From an optimization exercise on the open Yosys and OpenROAD flow, aimed at small area, a short achievable clock period and few clock cycles; shortcuts taken in it are not production practice. In this exercise RTL edits were held to simulation tests only and were not proved equivalent to the original. No activity file was given, so power comes from the tool's default toggle rates.

Setup of ember:
==> flow/design.v (excerpt) <==
module nrle (
    input             clk,
    input             rst,
    input             reg_we,
    input      [4:0]  reg_addr,
    input      [31:0] reg_wdata,
    output reg [31:0] reg_rdata,
    output            busy,
    output            done,
    output reg        src_re,
    output     [15:0] src_addr,
    input      [7:0]  src_rdata,
    output reg        dst_we,
    output     [15:0] dst_addr,
    output reg [7:0]  dst_wdata
);
For scale: roughly 1100 cells after synthesis, ~0.011 mm² of cells after synthesis.
Settings: LEC_CHECK=0, CAP_MARGIN=20, CORE_MARGIN=2, CORE_UTILIZATION=60, CTS_BUF_LIST=sky130_fd_sc_hd__clkbuf_8, SETUP_SLACK_MARGIN=4.6, SLEW_MARGIN=20, SYNTH_HIERARCHICAL=1; clock period 10.0 ns.
standard.sh (not shown) runs the stock make flow with config.mk's settings and CLKGATE_MAP_FILE= SYNTH_SCRIPT=/design/flow/synth_recipe.tcl, a recipe that flattens the netlist after the stock synthesis.
==> flow/flow/run.sh <==
#!/bin/bash
# The standard layout (standard.sh: standard synthesis, then ORFS to finish), with one
# change: the port buffers that buffer_ports inserts are buf_2 cells instead of the delay
# buffers it picks by default. Every port still gets its buffer. make's full output goes to
# flow_make.log in this folder; ORFS keeps each step's log under orfs/logs.
set -o pipefail
bash standard.sh BUFFER_PORTS_ARGS="-buffer_cell sky130_fd_sc_hd__buf_2" finish > flow_make.log 2>&1
Testbench counts of ember, summed over its fixed seeds: cycles 190,696.
### ember -> quartz
diff --git a/flow/design.v b/flow/design.v
--- a/flow/design.v
+++ b/flow/design.v
@@ -116,33 +116,33 @@
     assign rdata[16] = sel[7] && k[16];
     assign rdata[31:17] = 15'd0;
     always @(*) reg_rdata = rdata;
     wire ph_fin = (phase == P_FIN);
     wire ph_e1  = (phase == P_E1);
     wire ph_e2  = (phase == P_E2);
     wire ph_ef  = (phase == P_EF);
     wire ph_ep  = (phase == P_EP);
     wire ph_dec = (phase == P_DEC);
     wire [15:0] lim    = op[0] ? src_len : cell_count;
     wire        d_odd  = !op[0] && cell_count[0];
     wire [16:0] s_sum, d_sum;
-    nrle_add16 u_sadd (.a(src_base), .b(a), .s(s_sum));
+    nrle_add16 u_sadd (.a(src_base), .b(lim), .s(s_sum));
     nrle_add16 u_dadd (.a(dst_base), .b(o), .s(d_sum));
     wire        win_ovf = (s_sum[16] && (s_sum[15:0] != 16'd0)) ||
                           (d_sum[16] && (d_odd || (d_sum[15:0] != 16'd0)));
-    assign src_addr = s_sum[15:0];
+    assign src_addr = a;
     assign dst_addr = d_sum[15:0];
     wire [16:0] a_inc17 = rinc({1'b0, a}, 1'b1);
     wire [15:0] a_inc   = a_inc17[15:0];
-    wire        a_last  = (a_inc == lim);
+    wire        a_last  = (a_inc == s_sum[15:0]);
     wire [16:0] o_inc17 = rinc({1'b0, o}, 1'b1);
     wire [15:0] o_inc   = o_inc17[15:0];
     wire        o_last  = (o_inc == cell_count);
     wire [4:0] r     = cnt;
     wire       r_nz  = (r != 5'd0);
     wire       e_two = (r >= 5'd2);
     wire       e_run = (r >= 5'd3);
     wire [3:0] e_x   = {cur, e_run};
     wire [4:0] r_m3  = r - 5'd3;
     wire [3:0] e_y   = e_run ? r_m3[3:0] : {cur, 1'b0};
     wire       e_we  = half | e_two;
     wire [7:0] e_wd  = half ? {hold, e_x} : {e_x, e_y};
@@ -307,28 +307,26 @@
         else if (ph_fin && !is_cod && !op[2])
             lut_out <= lut_ok ? lut_res : 4'd0;
         if (srst || start || k_clr)
             k <= 17'd0;
         else if (k_en)
             k <= k_inc;
         if (srst || ph_fin)
             o <= 16'd0;
         else if (start)
             o <= reg_wdata[1] ? cell_count : {1'b0, cell_count[15:1]};
         else if (dst_we)
             o <= o_inc;
-        if (start)
-            a <= reg_wdata[1] ? src_len : cell_count;
-        else if (ph_fin || (src_re && a_last && ph_e1))
-            a <= 16'd0;
+        if (start || (src_re && a_last && ph_e1))
+            a <= src_base;
         else if (src_re)
             a <= a_inc;
         if (srst || start || fin)
             rd_on <= 1'b0;
         else if (go)
             rd_on <= l_nz;
         else if (src_re && a_last && !ph_e1)
             rd_on <= 1'b0;
         if (start)
             half <= 1'b0;
         else if (ph_e2 && t_emit && !e_two)
             half <= !half;
==> run summary <==
- Changes observed in quartz relative to ember: weighted congestion at the end of routability-driven global placement lost 0.97%; via count went down.
- Largest incremental delay on the critical path is higher on quartz
- Relative to ember, total routed wire length on the met1 layer has increased by 1400 µm in quartz.
- Summary of quartz over ember: total design power saw a decrease, proportion of power drawn by the clock network saw an increase, detailed-router iteration count before antenna repair saw an increase.
- Note that the power density over the cells recorded for quartz amounts to 0.875 times the value seen in ember.
- The routed wire length of quartz falls short of that of ember by about 0.7%.
- Re final critical path time including I/O delays and setup: quartz is 0.019 ns up on ember.
- Number of ordinary and repair buffers in the finished layout grows by more than 10% when moving from ember to quartz.
Testbench counts of quartz, summed over its fixed seeds: cycles 190,696.

what the ideal ports hide:
How much do the figures lean on ideal ports? The routed layouts below were timed once more, with nothing changed but the port constraints. Step 1 sets driving cells, clkbuf_16 on the clock port and buf_2 on the other inputs (assumed; they add their load-dependent delay and slew). Step 2, shift: input delay + t, output delay - t, t = (earliest + latest rising clock arrival at the registers) / 2. This alone moves slack from input paths to output paths. a / b / c = ideal ports / drivers / drivers and shift; a / b = the first two.
run	t (ns)	setup slack, ns	pins driven straight from the clock port
ember	0.511	4.605 / 4.540 / 4.540	1
quartz	0.512	4.586 / 4.497 / 4.497	1
After both steps setup and hold are still met in every run listed. For quartz, which loses most, drivers alone change the setup slack by -0.089 ns; drivers and shift together by -0.089 ns.
